Background: an optimization exercise with open tools, aiming at small area, a short achievable clock period and few clock cycles. Do not read the settings as production practice. No run shown here included a check of the RTL's function; only the layout flow was run. No activity file was given, so power comes from the tool's default toggle rates.

==> flow/design.v <==
module jel_cap (
    input  wire        clk,
    input  wire        rst,           
    input  wire        cmd_valid,
    output wire        cmd_ready,
    input  wire [2:0]  cmd_op,
    input  wire [31:0] cmd_arg,
    input  wire [7:0]  cmd_b,         
    input  wire [31:0] cmd_wb,        
    input  wire [31:0] cmd_hb,        
    input  wire        cmd_ecc,       
    input  wire        cmd_elen,      
    output reg         rsp_valid,
    output reg  [7:0]  rsp_code,      
    output wire [31:0] rsp_value
);
    localparam OP_ECCLEN  = 3'd0;
    localparam OP_ECCCEIL = 3'd1;
    localparam OP_CAPECC  = 3'd2;
    localparam OP_RAWCAP  = 3'd3;
    localparam OP_CAP     = 3'd4;
    localparam E_BLOCKLEN = 8'h12;
    localparam E_OPCODE   = 8'h16;
    localparam E_FRAME    = 8'h18;
    localparam E_CAPACITY = 8'h22;
    localparam E_RESOURCE = 8'h52;
    reg        rdy;           
    reg        s_mul, s_div, s_fin, s_post, s_err;
    reg        f_ecclen, f_eccceil, f_raw, f_cap;
    reg        ecc, elen;
    reg        divdone;       
    reg [31:0] acc;           
    reg        ovf;           
    reg [31:0] y;             
    reg        ybig;          
    reg [31:0] h;             
    reg [7:0]  ptr;           
    reg [7:0]  d;             
    reg [7:0]  k;             
    reg [9:0]  k3;            
    reg [7:0]  rem;
    reg [3:0]  dq;            
    assign cmd_ready = rdy;
    assign rsp_value = acc;
    wire accept = cmd_valid && rdy;
    function automatic [7:0] top_nib(input [31:0] x);
        reg [7:0] nz;
        integer i;
        begin
            for (i = 0; i < 8; i = i + 1) nz[i] = |x[4*i +: 4];
            nz[0] = 1'b1;
            for (i = 0; i < 8; i = i + 1) top_nib[i] = nz[i] & ~|(nz >> (i + 1));
        end
    endfunction
    wire [9:0] d1 = {2'b00, d};
    wire [9:0] d2 = {1'b0, d, 1'b0};
    wire [9:0] d3;
    wire       d3_co;
    skadd #(.W(10)) u_d3 (.a(d1), .b(d2), .cin(1'b0), .s(d3), .cout(d3_co));
    wire [3:0] nib;
    genvar gi;
    generate
        for (gi = 0; gi < 4; gi = gi + 1) begin : g_nib
            wire [7:0] col;
            genvar gj;
            for (gj = 0; gj < 8; gj = gj + 1) begin : g_col
                assign col[gj] = h[4*gj + gi] & ptr[gj];
            end
            assign nib[gi] = |col;
        end
    endgenerate
    wire [9:0] stA, stB;
    r4step u_sa (.t({rem, nib[3:2]}), .a1(d1), .a2(d2), .a3(d3), .qr(stA));
    r4step u_sb (.t({stA[7:0], nib[1:0]}), .a1(d1), .a2(d2), .a3(d3), .qr(stB));
    wire s_dq = s_div | s_fin;
    wire inc  = s_fin & (f_ecclen | (f_eccceil & (rem != 8'd0)));
    wire [11:0] k1x = {4'd0, k};
    wire [11:0] k2x = {3'd0, k, 1'b0};
    wire [11:0] k3x = {2'd0, k3};
    wire [11:0] k4x = {2'd0, k, 2'b00};
    wire [1:0]  qa = dq[3:2];
    wire [2:0]  qb = {1'b0, dq[1:0]} + {2'b00, inc};
    wire [11:0] ma = ({12{qa == 2'd1}} & k1x) | ({12{qa == 2'd2}} & k2x) |
                     ({12{qa == 2'd3}} & k3x);
    wire [11:0] mb = ({12{qb == 3'd1}} & k1x) | ({12{qb == 3'd2}} & k2x) |
                     ({12{qb == 3'd3}} & k3x) | ({12{qb == 3'd4}} & k4x);
    wire [35:0] opa  = s_dq ? {acc, 4'b0000} : {4'b0000, acc};
    wire [35:0] row0 = ({36{s_mul & h[0]}} & {4'd0, y}) |
                       ({36{s_dq}} & {22'd0, ma, 2'b00}) |
                       ({36{s_post & elen}} & {4'd0, 32'hFFFF_FFFC});
    wire [35:0] row1 = ({36{s_mul & h[1]}} & {3'd0, y, 1'b0}) |
                       ({36{s_dq}} & {24'd0, mb});
    wire [35:0] cs_s = opa ^ row0 ^ row1;
    wire [35:0] cs_c = (opa & row0) | (opa & row1) | (row0 & row1);
    wire [35:0] sum;
    wire        sum_co;
    skadd #(.W(36)) u_add (.a(cs_s), .b({cs_c[34:0], 1'b0}), .cin(1'b0), .s(sum), .cout(sum_co));
    wire ovf_n = ovf | (sum[35:31] != 5'd0) | (s_mul & ybig & (h[0] | h[1]));
    wire mul_last = (h[31:2] == 30'd0);
    wire cap_bad = (acc[31:3] == 29'd0) && (elen ? (acc[2:0] <= 3'd4) : (acc[2:0] == 3'd0));
    wire [7:0] k_n = f_ecclen ? d + 8'd5 : f_eccceil ? d : d - 8'd5;
    wire       b_le4 = (cmd_b <= 8'd4);
    reg        imm_err;
    reg [7:0]  imm_code;
    always @(*) begin
        imm_err  = 1'b1;
        imm_code = E_OPCODE;
        case (cmd_op)
        OP_ECCLEN: begin
            imm_err  = (cmd_b <= 8'd5);
            imm_code = b_le4 ? E_BLOCKLEN : E_FRAME;
        end
        OP_ECCCEIL, OP_CAPECC: begin
            imm_err  = b_le4;
            imm_code = E_BLOCKLEN;
        end
        OP_RAWCAP: imm_err = 1'b0;
        OP_CAP: begin
            imm_err  = cmd_ecc & b_le4;
            imm_code = E_BLOCKLEN;
        end
        default: ;
        endcase
    end
    wire is_mulop = (cmd_op == OP_RAWCAP) || (cmd_op == OP_CAP);
    always @(posedge clk) begin
        if (rst) begin
            rdy       <= 1'b1;
            s_mul     <= 1'b0;
            s_div     <= 1'b0;
            s_fin     <= 1'b0;
            s_post    <= 1'b0;
            s_err     <= 1'b0;
            rsp_valid <= 1'b0;
        end else begin
            rsp_valid <= 1'b0;
            s_fin     <= 1'b0;
            s_err     <= 1'b0;
            s_post    <= 1'b0;
            if (accept) begin
                if (imm_err) begin
                    rsp_valid <= 1'b1;
                    rsp_code  <= imm_code;
                end else begin
                    rdy <= 1'b0;
                    if (is_mulop) s_mul <= 1'b1;
                    else          s_div <= 1'b1;
                end
            end
            if (s_mul && mul_last) begin
                s_mul <= 1'b0;
                if (ovf_n) begin
                    s_err    <= 1'b1;
                    rsp_code <= E_RESOURCE;
                end else if (f_raw) begin
                    rdy       <= 1'b1;
                    rsp_valid <= 1'b1;
                    rsp_code  <= 8'd0;
                end else begin
                    s_post <= 1'b1;
                end
            end
            if (s_div && ptr[0]) begin
                s_div <= 1'b0;
                s_fin <= 1'b1;
            end
            if (s_fin) begin
                if (f_cap) begin
                    s_post <= 1'b1;
                end else if (ovf_n) begin
                    s_err    <= 1'b1;
                    rsp_code <= E_RESOURCE;
                end else begin
                    rdy       <= 1'b1;
                    rsp_valid <= 1'b1;
                    rsp_code  <= 8'd0;
                end
            end
            if (s_post) begin
                if (!divdone && ecc) begin
                    s_div <= 1'b1;
                end else if (cap_bad) begin
                    s_err    <= 1'b1;
                    rsp_code <= E_CAPACITY;
                end else begin
                    rdy       <= 1'b1;
                    rsp_valid <= 1'b1;
                    rsp_code  <= 8'd0;
                end
            end
            if (s_err) begin
                rdy       <= 1'b1;
                rsp_valid <= 1'b1;
            end
        end
    end
    always @(posedge clk) begin
        k  <= k_n;
        k3 <= {2'b00, k_n} + {1'b0, k_n, 1'b0};
        if (rdy) begin
            f_ecclen  <= (cmd_op == OP_ECCLEN);
            f_eccceil <= (cmd_op == OP_ECCCEIL);
            f_raw     <= (cmd_op == OP_RAWCAP);
            f_cap     <= (cmd_op == OP_CAP);
            ecc       <= cmd_ecc;
            elen      <= cmd_elen;
            divdone   <= 1'b0;
            ovf       <= 1'b0;
            ybig      <= 1'b0;
            acc       <= 32'd0;
            y         <= cmd_wb;
            h         <= is_mulop ? cmd_hb : cmd_arg;
            ptr       <= top_nib(cmd_arg);
            d         <= (cmd_op == OP_ECCLEN) ? cmd_b - 8'd5 : cmd_b;
            rem       <= 8'd0;
            dq        <= 4'd0;
        end
        if (s_mul) begin
            acc  <= sum[31:0];
            ovf  <= ovf_n;
            ybig <= ybig | y[31] | y[30];
            y    <= {y[29:0], 2'b00};
            h    <= {2'b00, h[31:2]};
        end
        if (s_div) begin
            acc <= sum[31:0];
            ovf <= ovf_n;
            rem <= stB[7:0];
            dq  <= {stA[9:8], stB[9:8]};
            ptr <= {1'b0, ptr[7:1]};
        end
        if (s_fin) begin
            acc     <= sum[31:0];
            ovf     <= ovf_n;
            divdone <= 1'b1;
        end
        if (s_post) begin
            if (!divdone && ecc) begin
                h   <= acc;
                ptr <= top_nib(acc);
                acc <= 32'd0;
                rem <= 8'd0;
                dq  <= 4'd0;
            end else begin
                acc <= sum[31:0];
            end
        end
        if (s_err)
            acc <= 32'd0;
    end
endmodule
module r4step (
    input  wire [9:0] t,
    input  wire [9:0] a1,
    input  wire [9:0] a2,
    input  wire [9:0] a3,
    output wire [9:0] qr
);
    wire [9:0] s1, s2, s3;
    wire       c1, c2, c3;    
    skadd #(.W(10)) u1 (.a(t), .b(~a1), .cin(1'b1), .s(s1), .cout(c1));
    skadd #(.W(10)) u2 (.a(t), .b(~a2), .cin(1'b1), .s(s2), .cout(c2));
    skadd #(.W(10)) u3 (.a(t), .b(~a3), .cin(1'b1), .s(s3), .cout(c3));
    assign qr = c3 ? {2'd3, s3[7:0]} :
                c2 ? {2'd2, s2[7:0]} :
                c1 ? {2'd1, s1[7:0]} :
                     {2'd0, t[7:0]};
endmodule
module skadd #(parameter W = 36) (
    input  wire [W-1:0] a,
    input  wire [W-1:0] b,
    input  wire         cin,
    output wire [W-1:0] s,
    output wire         cout
);
    localparam L = $clog2(W + 1);
    wire [W:0] gg [0:L];
    wire [W:0] pp [0:L];
    assign gg[0] = {a & b, cin};
    assign pp[0] = {a ^ b, 1'b0};
    genvar l, i;
    generate
        for (l = 0; l < L; l = l + 1) begin : g_lv
            for (i = 0; i <= W; i = i + 1) begin : g_bt
                if ((i >> l) & 1) begin : g_op
                    localparam integer J = ((i >> l) << l) - 1;
                    assign gg[l+1][i] = gg[l][i] | (pp[l][i] & gg[l][J]);
                    assign pp[l+1][i] = pp[l][i] & pp[l][J];
                end else begin : g_pass
                    assign gg[l+1][i] = gg[l][i];
                    assign pp[l+1][i] = pp[l][i];
                end
            end
        end
    endgenerate
    assign s    = (a ^ b) ^ gg[L][W-1:0];
    assign cout = gg[L][W];
endmodule
==> flow/flow/run.sh <==
#!/bin/bash
# Layout flow: the standard ORFS flow (standard.sh) with these make
# variables changed:
#   ADDER_MAP_FILE=   yosys leaves adders to abc instead of mapping them to
#                     the slow fa/ha cells (registers are unchanged)
#   ABC_AREA=1        abc's area script
#   SETUP_SLACK_MARGIN  repair_timing works on paths until this much slack
# The clock period and the constraints are the standard flow's, unchanged.
set -uo pipefail
bash standard.sh ADDER_MAP_FILE= ABC_AREA=1 SETUP_SLACK_MARGIN=6 finish > flow_make.log 2>&1
==> flow/standard.sh <==
#!/bin/bash
# synth_recipe.tcl (not shown) runs the flow's synth.tcl, then flattens the netlist and writes it again
# the make line also repeats each setting of config.mk as NAME=value (left out here)
make -C /OpenROAD-flow-scripts/flow DESIGN_CONFIG=/design/flow/config.mk WORK_HOME=/design/flow/orfs CLKGATE_MAP_FILE= SYNTH_SCRIPT=/design/flow/synth_recipe.tcl "${@:-finish}"
==> flow/config.mk <==
export PLATFORM = sky130hd
export DESIGN_NAME = jel_cap
export DESIGN_NICKNAME = jel_cap
export VERILOG_FILES = /design/flow/design.v
export SDC_FILE = /design/flow/constraint.sdc
export NUM_CORES = 4
export LEC_CHECK = 0
export CAP_MARGIN = 20
export CORE_MARGIN = 2
export CORE_UTILIZATION = 40
export SLEW_MARGIN = 20
==> flow/constraint.sdc <==
create_clock -name core_clock -period 10.0 [get_ports {clk}]
set_input_delay 2.0000 -clock core_clock [delete_from_list [all_inputs] [get_ports {clk}]]
set_output_delay 2.0000 -clock core_clock [all_outputs]
set_load 0.01 [all_outputs]
==> qor.txt, run 1 <==
GR Overflow Total: 0
Number of enable flip-flop cells after synthesis: 54
Mapped Cells: 2477
Final estimated routing congestion in global placement: 0.939
Synthesized net count: 2589
Hold/Removal Path Class: reg -> reg
Total power after layout: 0.00433 W
Number of remaining DRC errors: 0
Syn_area_per_cell: 6.06 sq um
Post-synthesis sequential element count: 165
Number of violations reported at the end of detailed-routing iteration 0: 1467
Hold Slack: 0.477 ns
Share of the cycle needed by the critical path after routing: 38.3%
Setup repair after global routing missed its margin: yes
Routed wire length per instance: 18.1 um
DP HPWL: 42.3 mm
Post-Route WL: 56.8 mm
Synth async-reset ratio: 0%
Required time of the worst setup path: 10.21 ns
Part of the Yosys area used for sequential elements: 25.6%
Endpoints failing setup: 0
Sum of negative setup slack: 0 ns
Wire length of the first global-routing pass: 86.9 mm
Maximum number of pins on one net before global-route repair: 69
Number of max-cap violations: 0
Standard-cell row count: 70
Antenna violations before repair: 2
Startpoint class of the critical path: primary input
Arrival @ worst endpoint: 4.03 ns
Cell area after placement: 0.0168 sq mm
Root buffer cell: clkbuf_16
Area share of the leading cell type in the synthesized netlist: 17.2%
Summed area of non-filler cells in the final layout: 0.0184 sq mm
Input/output buffers: 153
Die Width: 198 um
Post-synthesis instance area: 0.0150 sq mm
Top cells by area, synth: nand2_1 (17%), dfxtp_1 (15%), edfxtp_1 (11%), inv_1 (8.1%), nor2_1 (6.8%)
Fill cells: 3838
Max Fclk: 0.261 GHz
Number of ports placed on the die boundary: 154
Fraction of layout cells with a size suffix above 1: 13.5%
Clock skew after layout: 0.0187 ns
Worst slew pin tran: 0.876 ns
Sequential cell area: 0.00386 sq mm
Clock tree from TritonCTS: done
Detailed Routing Iterations Pass 1: 6
Max Buffers Root-to-Sink: 2
TritonCTS Buffers: 17
Initial standard-cell utilization of the core: 40.8%
Top FF cell, synth: dfxtp_1
Number of endpoints with negative hold slack in the final report: 0
Multi-input gate area: 0.00979 sq mm
Cell accounting for the most synthesized area: nand2_1
CP Capture Type: register
Global Route Usage Sum: 28.6%
Clock slew at the register clock pins of the worst setup and hold paths: 0.07 ns
Clock insertion delay at the later pin of the skew report: 0.46 ns
Min Tclk post-route: 3.83 ns
Number of buffers added to fix hold violations after cts: 0
Maximum fanout count along the critical path: 6
CTS sink count: 165
Leak: 8.70 nW
Placeable core area: 0.0368 sq mm
Vias post-DR: 17200
CTS HTree Levels: 4
Die Outline Area: 0.0391 sq mm
Power Density: 235 mW/mm^2
VDD IR-drop max: 0.000162 V
Via count of the first global-routing pass: 16100
Worst Setup Path Type: in -> reg
Number of nets at the end of the flow: 2765
Die boundary height: 198 um
Number of warnings issued by yosys: 3
Area growth syn-to-layout: 22.9%
Run status: timing/DRC/antenna clean
Number of pins with negative max-slew slack in the final report: 0
Post-detailed-route count of antenna-violating nets: 0
Worst slew margin: 41.6%
Post-synthesis cell type count: 65
Average via count per standard cell: 5.47
-- synth_stat cells, types with 42 or more instances --
library cell / n
a21oi_1: 113
clkbuf_1: 42
nand3_1: 155
o22ai_1: 48
o21ai_0: 164
edfxtp_1: 54
nand2_1: 689
dfxtp_1: 111
xor2_1: 53
nor2_1: 272
inv_1: 323
nand2_2: 48
-- routing by layer --
metal  track usage (%)  vias up  routed length [um]
met4              11.1        0                1880
met1              39.5     7937               25800
met5                 0        -                   0
li1                  -     8451                   -
met3              3.40      101                3960
met2              45.5      676               25100
-- sequential cells by signal, indices dropped and copies added, names as in the netlist, 4 cells and up --
| register | flops |
|---|---|
| acc | 32 |
| h | 32 |
| y | 32 |
| k3 | 10 |
| d | 8 |
| ptr | 8 |
| rem | 8 |
| rsp_code | 8 |
| k | 7 |
| dq | 4 |
-- through the flow --
stage	util (%)	std cells	setup slack, ns
after global routing	50.1	3136	5.92
after CTS	48.2	3090	5.97
after global placement	45.7	3033	5.20
after floorplan	-	2477	6.27
final	50.1	3136	6.17
after detailed placement	45.7	3033	5.32
-- repair_timing --
action                     CTS  global route
pin swaps                    3            27
buffers inserted            24            39
resized for setup           35            95
cloned                       1             5
setup endpoints to repair   38            32
-- critical path: stages --
cell and delay (ns):
clkdlybuf4s50_1 0.55, o21ai_0 0.16, nand2_1 0.17, nor2_1 0.07
a311oi_2 0.38, nor2_2 0.14, clkbuf_2 0.17, o21ai_0 0.15
nand2_1 0.06, a21oi_1 0.12, nor2_1 0.06
-- where the power goes --
part | internal [W] | leakage [nW] | switching, W
Clock | 0.000360 | 0.295 | 0.000323
Sequential | 0.000810 | 1.49 | 0.000116
Combinational | 0.000972 | 6.92 | 0.00175
-- area by class of cell --
type                    instances  area share, %
clock inverters                11          0.455
clock buffers                  21           2.67
flip-flops and latches        165           21.0
well taps                     468           3.18
inverters                     357           7.45
diodes                          2         0.0272
repair buffers                233           12.0
repair inverters                2         0.0679
multi-input cells            1877           53.1
-- logic make-up after synthesis --
kind of cell | share of synthesized area (%)
AO/OA/AOI/OAI | 18.9
XOR/XNOR | 4.25
AND/OR/NAND/NOR | 39.4
buffers and inverters | 11.9
flip-flops | 25.6
-- final timing paths --
kind                                from          end  slack (ns)  cells after the start
worst max-delay path            cmd_b[1]  rsp_code[4]        6.17                     11
worst min-delay path             divdone      divdone        0.48                      2
worst max register to register  f_ecclen  rsp_code[5]        6.21                     25
worst min register to register   divdone      divdone        0.48                      2
-- placed cells by master, fill, tap and decap left out, types with 15 or more instances in the layout --
cell type	count
nand4_1	29
o221ai_1	30
inv_2	27
a21oi_1	108
o21ai_1	27
clkbuf_16	21
inv_1	319
nor2_1	255
nand3_2	15
nand2_2	61
o22ai_1	47
xor2_1	53
edfxtp_1	54
clkdlybuf4s50_1	153
o21ai_0	159
nand2_4	24
nand3_1	149
buf_4	70
xnor2_1	18
nand2_1	667
nor2_2	23
dfxtp_1	98
nor4_1	25
==> run 2: changes to the inputs <==
--- a/flow/design.v
+++ b/flow/design.v
@@ -26,9 +26,9 @@
     localparam E_RESOURCE = 8'h52;
     reg        rdy;           
     reg        s_mul, s_div, s_fin, s_post, s_err;
-    reg        f_ecclen, f_eccceil, f_raw, f_cap;
+    reg        f_ecclen, f_eccceil, f_capecc, f_raw, f_cap;
+    reg        first;         
     reg        ecc, elen;
-    reg        divdone;       
     reg [31:0] acc;           
     reg        ovf;           
     reg [31:0] y;             
@@ -99,29 +99,13 @@
     wire mul_last = (h[31:2] == 30'd0);
     wire cap_bad = (acc[31:3] == 29'd0) && (elen ? (acc[2:0] <= 3'd4) : (acc[2:0] == 3'd0));
     wire [7:0] k_n = f_ecclen ? d + 8'd5 : f_eccceil ? d : d - 8'd5;
-    wire       b_le4 = (cmd_b <= 8'd4);
-    reg        imm_err;
-    reg [7:0]  imm_code;
-    always @(*) begin
-        imm_err  = 1'b1;
-        imm_code = E_OPCODE;
-        case (cmd_op)
-        OP_ECCLEN: begin
-            imm_err  = (cmd_b <= 8'd5);
-            imm_code = b_le4 ? E_BLOCKLEN : E_FRAME;
-        end
-        OP_ECCCEIL, OP_CAPECC: begin
-            imm_err  = b_le4;
-            imm_code = E_BLOCKLEN;
-        end
-        OP_RAWCAP: imm_err = 1'b0;
-        OP_CAP: begin
-            imm_err  = cmd_ecc & b_le4;
-            imm_code = E_BLOCKLEN;
-        end
-        default: ;
-        endcase
-    end
+    wire d_le4  = (d <= 8'd4);
+    wire b_err  = f_ecclen ? (d >= 8'd251 || d == 8'd0) :
+                  (f_eccceil | f_capecc) ? d_le4 :
+                  f_cap ? (ecc & d_le4) : 1'b0;
+    wire op_err = ~(f_ecclen | f_eccceil | f_capecc | f_raw | f_cap);
+    wire [7:0] err_code = op_err ? E_OPCODE :
+                          (f_ecclen && d == 8'd0) ? E_FRAME : E_BLOCKLEN;
     wire is_mulop = (cmd_op == OP_RAWCAP) || (cmd_op == OP_CAP);
     always @(posedge clk) begin
         if (rst) begin
@@ -138,14 +122,9 @@
             s_err     <= 1'b0;
             s_post    <= 1'b0;
             if (accept) begin
-                if (imm_err) begin
-                    rsp_valid <= 1'b1;
-                    rsp_code  <= imm_code;
-                end else begin
-                    rdy <= 1'b0;
-                    if (is_mulop) s_mul <= 1'b1;
-                    else          s_div <= 1'b1;
-                end
+                rdy <= 1'b0;
+                if (is_mulop) s_mul <= 1'b1;
+                else          s_div <= 1'b1;
             end
             if (s_mul && mul_last) begin
                 s_mul <= 1'b0;
@@ -156,6 +135,8 @@
                     rdy       <= 1'b1;
                     rsp_valid <= 1'b1;
                     rsp_code  <= 8'd0;
+                end else if (ecc) begin
+                    s_div <= 1'b1;
                 end else begin
                     s_post <= 1'b1;
                 end
@@ -177,9 +158,7 @@
                 end
             end
             if (s_post) begin
-                if (!divdone && ecc) begin
-                    s_div <= 1'b1;
-                end else if (cap_bad) begin
+                if (cap_bad) begin
                     s_err    <= 1'b1;
                     rsp_code <= E_CAPACITY;
                 end else begin
@@ -188,6 +167,16 @@
                     rsp_code  <= 8'd0;
                 end
             end
+            if (first && (b_err || op_err)) begin
+                s_mul    <= 1'b0;
+                s_div    <= 1'b0;
+                s_fin    <= 1'b0;
+                s_post   <= 1'b0;
+                s_err    <= 1'b1;
+                rdy      <= 1'b0;
+                rsp_valid <= 1'b0;
+                rsp_code <= err_code;
+            end
             if (s_err) begin
                 rdy       <= 1'b1;
                 rsp_valid <= 1'b1;
@@ -195,16 +184,17 @@
         end
     end
     always @(posedge clk) begin
+        first <= accept && !rst;
         k  <= k_n;
         k3 <= {2'b00, k_n} + {1'b0, k_n, 1'b0};
         if (rdy) begin
             f_ecclen  <= (cmd_op == OP_ECCLEN);
             f_eccceil <= (cmd_op == OP_ECCCEIL);
+            f_capecc  <= (cmd_op == OP_CAPECC);
             f_raw     <= (cmd_op == OP_RAWCAP);
             f_cap     <= (cmd_op == OP_CAP);
             ecc       <= cmd_ecc;
             elen      <= cmd_elen;
-            divdone   <= 1'b0;
             ovf       <= 1'b0;
             ybig      <= 1'b0;
             acc       <= 32'd0;
@@ -221,6 +211,11 @@
             ybig <= ybig | y[31] | y[30];
             y    <= {y[29:0], 2'b00};
             h    <= {2'b00, h[31:2]};
+            if (mul_last && f_cap && ecc) begin
+                h   <= sum[31:0];
+                ptr <= (y[31:30] != 2'b00) ? 8'h80 : top_nib({y[29:0], 2'b00});
+                acc <= 32'd0;
+            end
         end
         if (s_div) begin
             acc <= sum[31:0];
@@ -232,18 +227,9 @@
         if (s_fin) begin
             acc     <= sum[31:0];
             ovf     <= ovf_n;
-            divdone <= 1'b1;
         end
         if (s_post) begin
-            if (!divdone && ecc) begin
-                h   <= acc;
-                ptr <= top_nib(acc);
-                acc <= 32'd0;
-                rem <= 8'd0;
-                dq  <= 4'd0;
-            end else begin
-                acc <= sum[31:0];
-            end
+            acc <= sum[31:0];
         end
         if (s_err)
             acc <= 32'd0;
--- a/flow/flow/run.sh
+++ b/flow/flow/run.sh
@@ -7,4 +7,4 @@
 #   SETUP_SLACK_MARGIN  repair_timing works on paths until this much slack
 # The clock period and the constraints are the standard flow's, unchanged.
 set -uo pipefail
-bash standard.sh ADDER_MAP_FILE= ABC_AREA=1 SETUP_SLACK_MARGIN=6 finish > flow_make.log 2>&1
+bash standard.sh ADDER_MAP_FILE= ABC_AREA=1 SETUP_SLACK_MARGIN=6.5 finish > flow_make.log 2>&1
==> run 2 against run 1 <==
Still clean; cell count fell by 3.6%; clock skew increased by 0.0040 ns; critical path type is now reg -> reg; sequential cell count increased by 1; die area fell by 2.5%; power grew 17%; highest routed layer is now met5; first-iteration DRC count increased by 2.2%; critical path depth rose by 17; area after synthesis is 2.6% lower; routed wire length is 2.3% higher; sequential power grew 5.0%.
==> qor.txt, run 2 <==
Part of the Yosys area used for sequential elements: 29.5% (+3.9 points)
Via count of the first global-routing pass: 15500 (-3.8%)
Share of the cycle needed by the critical path after routing: 40.8% (+2.5 points)
Average via count per standard cell: 5.64 (+3.1%)
Clock skew after layout: 0.0228 ns (+0.00405 ns)
Placement-stage worst setup slack: 5.37 ns (+0.0431 ns)
Final estimated routing congestion in global placement: 0.935 (-0.44%)
Standard-cell row count: 69 (-1.4%)
Category of cells accounting for the largest share of critical-path delay: simple AND/OR/NAND/NOR gates
Hold Slack: 0.502 ns (+0.0256 ns)
Most frequently used cell type in the post-synthesis netlist: nand2_1
Number of max-cap violations: 0 (unchanged)
Antenna violations before repair: 2 (unchanged)
Placeable core area: 0.0357 sq mm (-2.8%)
Number of remaining DRC errors: 0 (unchanged)
Top cell types by occurrence after synthesis: nand2_1 (594), inv_1 (298), nor2_1 (242)
Area growth syn-to-layout: 41.8%
Metal2 WL: 26.1 mm (+3.8%)
Max Fclk: 0.245 GHz (-6.2%)
Detailed Routing Iterations Pass 1: 6 (unchanged)
Number of nets at the end of the flow: 2661 (-3.8%)
Total length of routed met3 wires: 5.41 mm (+37%)
Number of enable flip-flop cells after synthesis: 99 (+83%)
Critical-path cell with the highest stage delay: edfxtp_1
Leading cell type in the layout, fill and taps excluded: nand2_1
Maximum number of pins on one net before global-route repair: 76 (+10%)
CTS sink count: 166 (+0.61%)
Power Density: 245 mW/mm^2 (+4.3%)
Post-synthesis sequential element count: 166 (+0.61%)
Worst slew margin: 13.9% (-28 points)
Arrival @ worst endpoint: 4.29 ns (+0.26 ns)
Share of the core filled with cells in the final layout: 58.0% (+7.9 points)
Largest registers ranked by flip-flop count: acc: 32 flops, h: 32 flops, y: 32 flops
Synth async-reset ratio: 0% (unchanged)
GR Overflow Total: 0 (unchanged)
Post-synthesis cell type count: 71 (+9.2%)
Post-synthesis instance area: 0.0146 sq mm (-2.6%)
Fraction of layout cells with a size suffix above 1: 27.2% (+14 points)
Synthesized net count: 2381 (-8.0%)
Top FF cell, synth: edfxtp_1
Endpoints failing setup: 0 (unchanged)
Global Route Usage Sum: 28.6% (about the same)
DP HPWL: 39.6 mm (-6.2%)
Area share of the leading cell type in the synthesized netlist: 20.3% (+3.1 points)
Syn_area_per_cell: 6.44 sq um (+6.3%)
Number of warnings issued by yosys: 3 (unchanged)
Number of ports placed on the die boundary: 154 (unchanged)
Largest stage delay on the critical path: 0.52 ns (-0.03 ns)
Vias post-DR: 17100 (-0.60%)
Clock slew at the register clock pins of the worst setup and hold paths: 0.09 ns (+0.02 ns)
Worst min-delay path startpoint: acc[27]
Hold/Removal Path Class: reg -> reg
CP startpoint: d[3]
Maximum fanout count along the critical path: 8 (+2)
Wire length of the first global-routing pass: 85.8 mm (-1.3%)
Root buffer cell: clkbuf_16
Input/output buffers: 153 (unchanged)
Count of inserted antenna diode cells: 0 (-2)
Mapped Cells: 2269 (-8.4%)
Routed wire length per instance: 19.2 um (+6.1%)
Setup slack after layout: 5.92 ns (-0.254 ns)
CP Capture Type: register
Startpoint class of the critical path: register
Buffers & Inverters on Critical Path: 5 (+3)
Die boundary height: 195 um (-1.3%)
Leak: 9.12 nW (+4.8%)
Number of pins with negative max-slew slack in the final report: 0 (unchanged)
Required time of the worst setup path: 10.21 ns (about the same)
Length of routed wiring on met1: 25.1 mm (-2.9%)
Number of violations reported at the end of detailed-routing iteration 0: 1499 (+2.2%)
Die Outline Area: 0.0381 sq mm (-2.5%)
Number of endpoints with negative hold slack in the final report: 0 (unchanged)
Die Width: 195 um (-1.3%)
Initial standard-cell utilization of the core: 40.9% (+0.098 points)
Clock insertion delay at the later pin of the skew report: 0.46 ns (about the same)
CTS HTree Levels: 4 (unchanged)
Clock tree from TritonCTS: done
Run status: timing/DRC/antenna clean
Max Buffers Root-to-Sink: 2 (unchanged)
TritonCTS Buffers: 17 (unchanged)
Worst slew pin tran: 1.28 ns (+0.404 ns)
Top Metal Used: met5
Post-Route WL: 58.1 mm (+2.3%)
Top cells by area, synth: edfxtp_1 (20%), nand2_1 (15%), dfxtp_1 (9.2%), inv_1 (7.7%), nor2_1 (6.2%)
VDD IR-drop max: 0.000211 V (+31%)
Cell accounting for the most synthesized area: edfxtp_1
Commonest non-fill, non-tap cells in the layout: nand2_1 (490), inv_1 (282), nor2_1 (205), clkdlybuf4s50_1 (146), buf_4 (124)
Worst Setup Path Type: reg -> reg
Setup repair after global routing missed its margin: yes
Post-detailed-route count of antenna-violating nets: 0 (unchanged)
Sum of negative setup slack: 0 ns (unchanged)
Min Tclk post-route: 4.08 ns (+0.254 ns)
Critical register-to-register path startpoint: d[3]
-- run 2: timing repair --
item / CTS / global route
gates resized for setup: 236 / 332
pin swaps: 59 / 116
hold buffers: 0 / 0
cloned: 7 / 2
setup buffers: 82 / 70
setup endpoints to repair: 113 / 90
-- run 2: final timing paths --
| check | slack, ns | endpoint | cells past startpoint |
|---|---|---|---|
| worst min-delay path | 0.50 | acc[27] | 2 |
| worst max-delay path | 5.92 | rem[0] | 28 |
| worst min register to register | 0.50 | acc[27] | 2 |
| worst max register to register | 5.92 | rem[0] | 28 |
-- run 2: report_power, final --
| group | total, W | switching, W | internal [W] |
|---|---|---|---|
| clock | 0.000681 | 0.000339 | 0.000342 |
| sequential | 0.000972 | 0.000114 | 0.000859 |
| combinational | 0.00342 | 0.00208 | 0.00135 |
-- run 2: tightest hold or removal path, stage by stage (launching register included) --
cell,delay [ns]
dfxtp_1,0.33
nand2_1,0.07
a21oi_1,0.06
-- run 2: cells by family after synthesis --
kind of cell | Yosys count | synth area share, %
buf+inv | 385 | 10.4
xor+xnor | 98 | 6.16
mux | 3 | 0.206
flops | 166 | 29.5
compound gates | 404 | 16.8
simple gates | 1213 | 36.9
-- run 2: metal layers --
metal | track usage [%] | up-vias
met5 | 0 | -
met4 | 8.43 | 2
met3 | 4.82 | 109
met2 | 44.3 | 802
met1 | 40.7 | 8109
li1 | - | 8040
-- run 2: per-stage QoR --
stage	power, W	std cells	area (sq um)
floorplan	0.00253	2269	14600
global placement	0.00307	2830	16500
detailed placement	0.00309	2830	16500
CTS	0.00419	2951	18800
global route	0.00536	3023	20700
finish	0.00508	3023	20700
-- run 2: layout make-up --
cell class | instances | area, sq um
fill | 3300 | 15000
multi-input combinational | 1724 | 10900
sequential | 166 | 4360
timing repair buffer | 321 | 3070
inverter | 318 | 1240
tap | 461 | 577
clock buffer | 18 | 439
clock inverter | 14 | 159
timing repair inverter | 1 | 7.51
==> run 3: changes to the inputs <==
--- a/flow/flow/run.sh
+++ b/flow/flow/run.sh
@@ -7,4 +7,4 @@
 #   SETUP_SLACK_MARGIN  repair_timing works on paths until this much slack
 # The clock period and the constraints are the standard flow's, unchanged.
 set -uo pipefail
-bash standard.sh ADDER_MAP_FILE= ABC_AREA=1 SETUP_SLACK_MARGIN=6.5 finish > flow_make.log 2>&1
+bash standard.sh ADDER_MAP_FILE= ABC_AREA=1 SETUP_SLACK_MARGIN=7 finish > flow_make.log 2>&1
==> run 3 against run 2 <==
Non-clock buffer count increased by 58; global-route usage increased by 0.97 points; clock skew decreased by 0.0045 ns; sequential cell count unchanged; sequential power increased by 0.6%; critical path depth decreased by 2; cell count increased by 2.0%; clock-buffer cell count increased by 1; cell area increased by 2.5%; routed wire length increased by 2.2%; largest power group unchanged.
==> qor.txt, run 3 <==
Hold/Removal Path Class: reg -> reg
Clk pwr share: 13.0% (-0.4 points)
CP Capture Type: register
Part of the Yosys area used for sequential elements: 29.5% (unchanged)
Number of violations reported at the end of detailed-routing iteration 0: 1710 (+14%)
Top cell types by occurrence after synthesis: nand2_1 (594), inv_1 (298), nor2_1 (242)
Antenna violations before repair: 2 (unchanged)
Root buffer cell: clkbuf_16
Clock skew after layout: 0.0183 ns (-0.00446 ns)
Arrival @ worst endpoint: 4.23 ns (-0.06 ns)
Input/output buffers: 153 (unchanged)
GR Overflow Total: 0 (unchanged)
Number of remaining DRC errors: 0 (unchanged)
Worst slew pin tran: 1.17 ns (-0.109 ns)
Number of endpoints with negative hold slack in the final report: 0 (unchanged)
Startpoint class of the critical path: register
Clock tree from TritonCTS: done
Endpoints failing setup: 0 (unchanged)
Standard-cell row count: 69 (unchanged)
Post-synthesis instance area: 0.0146 sq mm (unchanged)
Fill cells: 3285 (-0.45%)
Required time of the worst setup path: 10.27 ns (+0.06 ns)
Switch share: 49.2% (-0.61 points)
Internal: 0.00257 W (+0.82%)
Post-detailed-route count of antenna-violating nets: 0 (unchanged)
Share of the cycle needed by the critical path after routing: 39.6% (-1.2 points)
Setup repair after global routing missed its margin: yes
Psw: 0.00249 W (-1.6%)
Leading cell type in the layout, fill and taps excluded: nand2_1
Final estimated routing congestion in global placement: 0.966 (+3.3%)
Most frequently used cell type in the post-synthesis netlist: nand2_1
Max Buffers Root-to-Sink: 2 (unchanged)
CTS sink count: 166 (unchanged)
Commonest non-fill, non-tap cells in the layout: nand2_1 (483), inv_1 (267), nor2_1 (195), buf_4 (179), nand3_1 (119)
Leak: 9.56 nW (+4.7%)
Die boundary height: 195 um (unchanged)
Part of the total power dissipated in sequential elements: 19.3% (+0.2 points)
Die Outline Area: 0.0381 sq mm (unchanged)
Initial standard-cell utilization of the core: 40.9% (unchanged)
Max Fclk: 0.253 GHz (+3.0%)
Worst slew margin: 21.2% (+7.3 points)
Cell area after placement: 0.0168 sq mm (+1.7%)
Area share of the leading cell type in the synthesized netlist: 20.3% (unchanged)
Mapped Cells: 2269 (unchanged)
Sum of negative setup slack: 0 ns (unchanged)
Routed wire length per instance: 19.2 um (+0.14%)
Logic pwr share: 67.7% (+0.3 points)
Clock slew at the register clock pins of the worst setup and hold paths: 0.07 ns (-0.02 ns)
Run status: timing/DRC/antenna clean
Clock insertion delay at the later pin of the skew report: 0.46 ns (about the same)
Fraction of layout cells with a size suffix above 1: 32.0% (+4.7 points)
Global Route Usage Sum: 29.5% (+0.97 points)
Number of max-cap violations: 0 (unchanged)
Number of warnings issued by yosys: 3 (unchanged)
Worst Setup Path Type: reg -> reg
DP HPWL: 40.2 mm (+1.3%)
Wire length of the first global-routing pass: 88.4 mm (+3.1%)
Via count of the first global-routing pass: 16100 (+3.6%)
Sequential cell area: 0.00443 sq mm (+1.8%)
Synthesized net count: 2381 (unchanged)
Min Tclk post-route: 3.96 ns (-0.121 ns)
Summed area of non-filler cells in the final layout: 0.0212 sq mm (+2.5%)
Cell accounting for the most synthesized area: edfxtp_1
CP startpoint: rem[5]
Number of ports placed on the die boundary: 154 (unchanged)
Number of pins with negative max-slew slack in the final report: 0 (unchanged)
Number of nets at the end of the flow: 2720 (+2.2%)
Number of enable flip-flop cells after synthesis: 99 (unchanged)
Die Width: 195 um (unchanged)
Synth async-reset ratio: 0% (unchanged)
Post-Route WL: 59.3 mm (+2.2%)
Vias post-DR: 17500 (+2.4%)
Multi-input gate area: 0.0110 sq mm (+1.2%)
Maximum fanout count along the critical path: 8 (unchanged)
Syn_area_per_cell: 6.44 sq um (unchanged)
TritonCTS Buffers: 17 (unchanged)
Area growth syn-to-layout: 45.4%
Placeable core area: 0.0357 sq mm (unchanged)
Average via count per standard cell: 5.66 (+0.37%)
VDD IR-drop max: 0.000213 V (+0.70%)
Number of buffers added to fix hold violations after cts: 0 (unchanged)
Top cells by area, synth: edfxtp_1 (20%), nand2_1 (15%), dfxtp_1 (9.2%), inv_1 (7.7%), nor2_1 (6.2%)
Power Density: 238 mW/mm^2 (-2.8%)
Worst min-delay path startpoint: acc[29]
Top FF cell, synth: edfxtp_1
Post-synthesis sequential element count: 166 (unchanged)
Largest registers ranked by flip-flop count: acc: 32 flops, h: 32 flops, y: 32 flops
Post-synthesis cell type count: 71 (unchanged)
Detailed Routing Iterations Pass 1: 6 (unchanged)
Maximum number of pins on one net before global-route repair: 76 (unchanged)
CTS HTree Levels: 4 (unchanged)
Critical register-to-register path startpoint: rem[5]
[run 3: cell counts after synthesis]
No cell type changed its count.
[run 3: critical path: stages (launching register included)]
cell and delay (ns):
edfxtp_1 0.50, nor2_1 0.14, nand2_1 0.10, o21ai_1 0.15, nand2_2 0.13, nand3_4 0.24, nand2_8 0.10, nand3_2 0.08
nand2_2 0.07, o21ai_4 0.18, nand3b_1 0.14, buf_4 0.17, nand3_4 0.09, nand2_4 0.06, nor2_4 0.13, nand3_2 0.08
nand2_2 0.10, nand2_2 0.07, nand2_4 0.12, buf_4 0.13, inv_2 0.04, o21ai_4 0.21, buf_4 0.15, a21oi_2 0.07
xor2_2 0.31, nand2_1 0.11, o311ai_1 0.09
[run 3: power groups by stage]
stage,Clock (W),Sequential (W),Combinational [W]
after global placement,0,0.00100,0.00215
after CTS,0.000659,0.000973,0.00285
after floorplan,0,0.000944,0.00168
after global routing,0.000684,0.000987,0.00367
final,0.000657,0.000978,0.00342
after detailed placement,0,0.00100,0.00218
[run 3: cell families after synthesis]
family	after synthesis	synth area share, %
compound gates	404	16.8
xor+xnor	98	6.16
buf+inv	385	10.4
flops	166	29.5
mux	3	0.206
simple gates	1213	36.9
[run 3: repair_timing]
action                     CTS  global route
setup endpoints to repair  148           126
gates cloned                 9             2
gates resized for setup    563           253
buffers inserted           143            66
pin swaps                  110           102
[run 3: path summary, 6_finish.rpt]
path	cells after the start	slack (ns)	endpoint
hold / removal	2	0.49	acc[29]
setup reg to reg	26	6.04	h[22]
hold reg to reg	2	0.49	acc[29]
setup / recovery	26	6.04	h[22]
[run 3: area by class of cell]
type,instances,share of cell area (%)
tap,461,2.72
multi-input combinational,1726,51.8
timing repair buffer,379,15.9
clock inverter,13,0.436
antenna,2,0.0236
inverter,318,6.07
sequential,166,20.9
clock buffer,19,2.19
[run 3: stage by stage]
stage                     setup WS [ns]  power, W  util [%]  hold slack (ns)  std cells
final                              6.04   0.00506      59.4            0.485       3084
after global routing               5.86   0.00534      59.4            0.508       3084
after CTS                          6.18   0.00448      55.3            0.490       3014
after detailed placement           5.25   0.00318      47.0            0.495       2830
after global placement             5.34   0.00315      47.0            0.482       2829
after floorplan                    6.60   0.00262         -            0.481       2269
[run 3: per-layer routing]
metal	up-vias	GRT usage [%]	routed length, um
li1	8155	-	-
met1	8400	42.2	26100
met2	823	46.2	26600
met3	92	4.75	5310
met4	0	7.97	1360
met5	-	0	0

==> afterwards: timing with drivers on the ports <==
No port has a modelled driver above. Below, the same layouts with a new extraction and two added sets of constraints.
Step 1 sets driving cells, clkbuf_16 on the clock port and buf_2 on the other inputs (assumed; they add their load-dependent delay and slew).
Step 2 times the ports against the registers' clock, not the clock port: input delays grow and output delays shrink by t, the midpoint of the rising clock arrivals with the driver on.
Slacks: no drivers / after step 1 / after step 2; pairs: no drivers / after step 1.
| run | shift t [ns] | slack for setup (ns) | cell pins on the clock port's net |
|---|---|---|---|
| run 1 | 0.509 | 6.174 / 6.197 / 5.688 | 1 |
| run 2 | 0.501 | 5.920 / 5.920 / 5.920 | 1 |
| run 3 | 0.506 | 6.040 / 6.040 / 6.040 | 1 |
After both steps setup and hold are still met in every run listed. For run 1, which loses most, drivers alone change the setup slack by +0.023 ns; drivers and shift together by -0.486 ns.
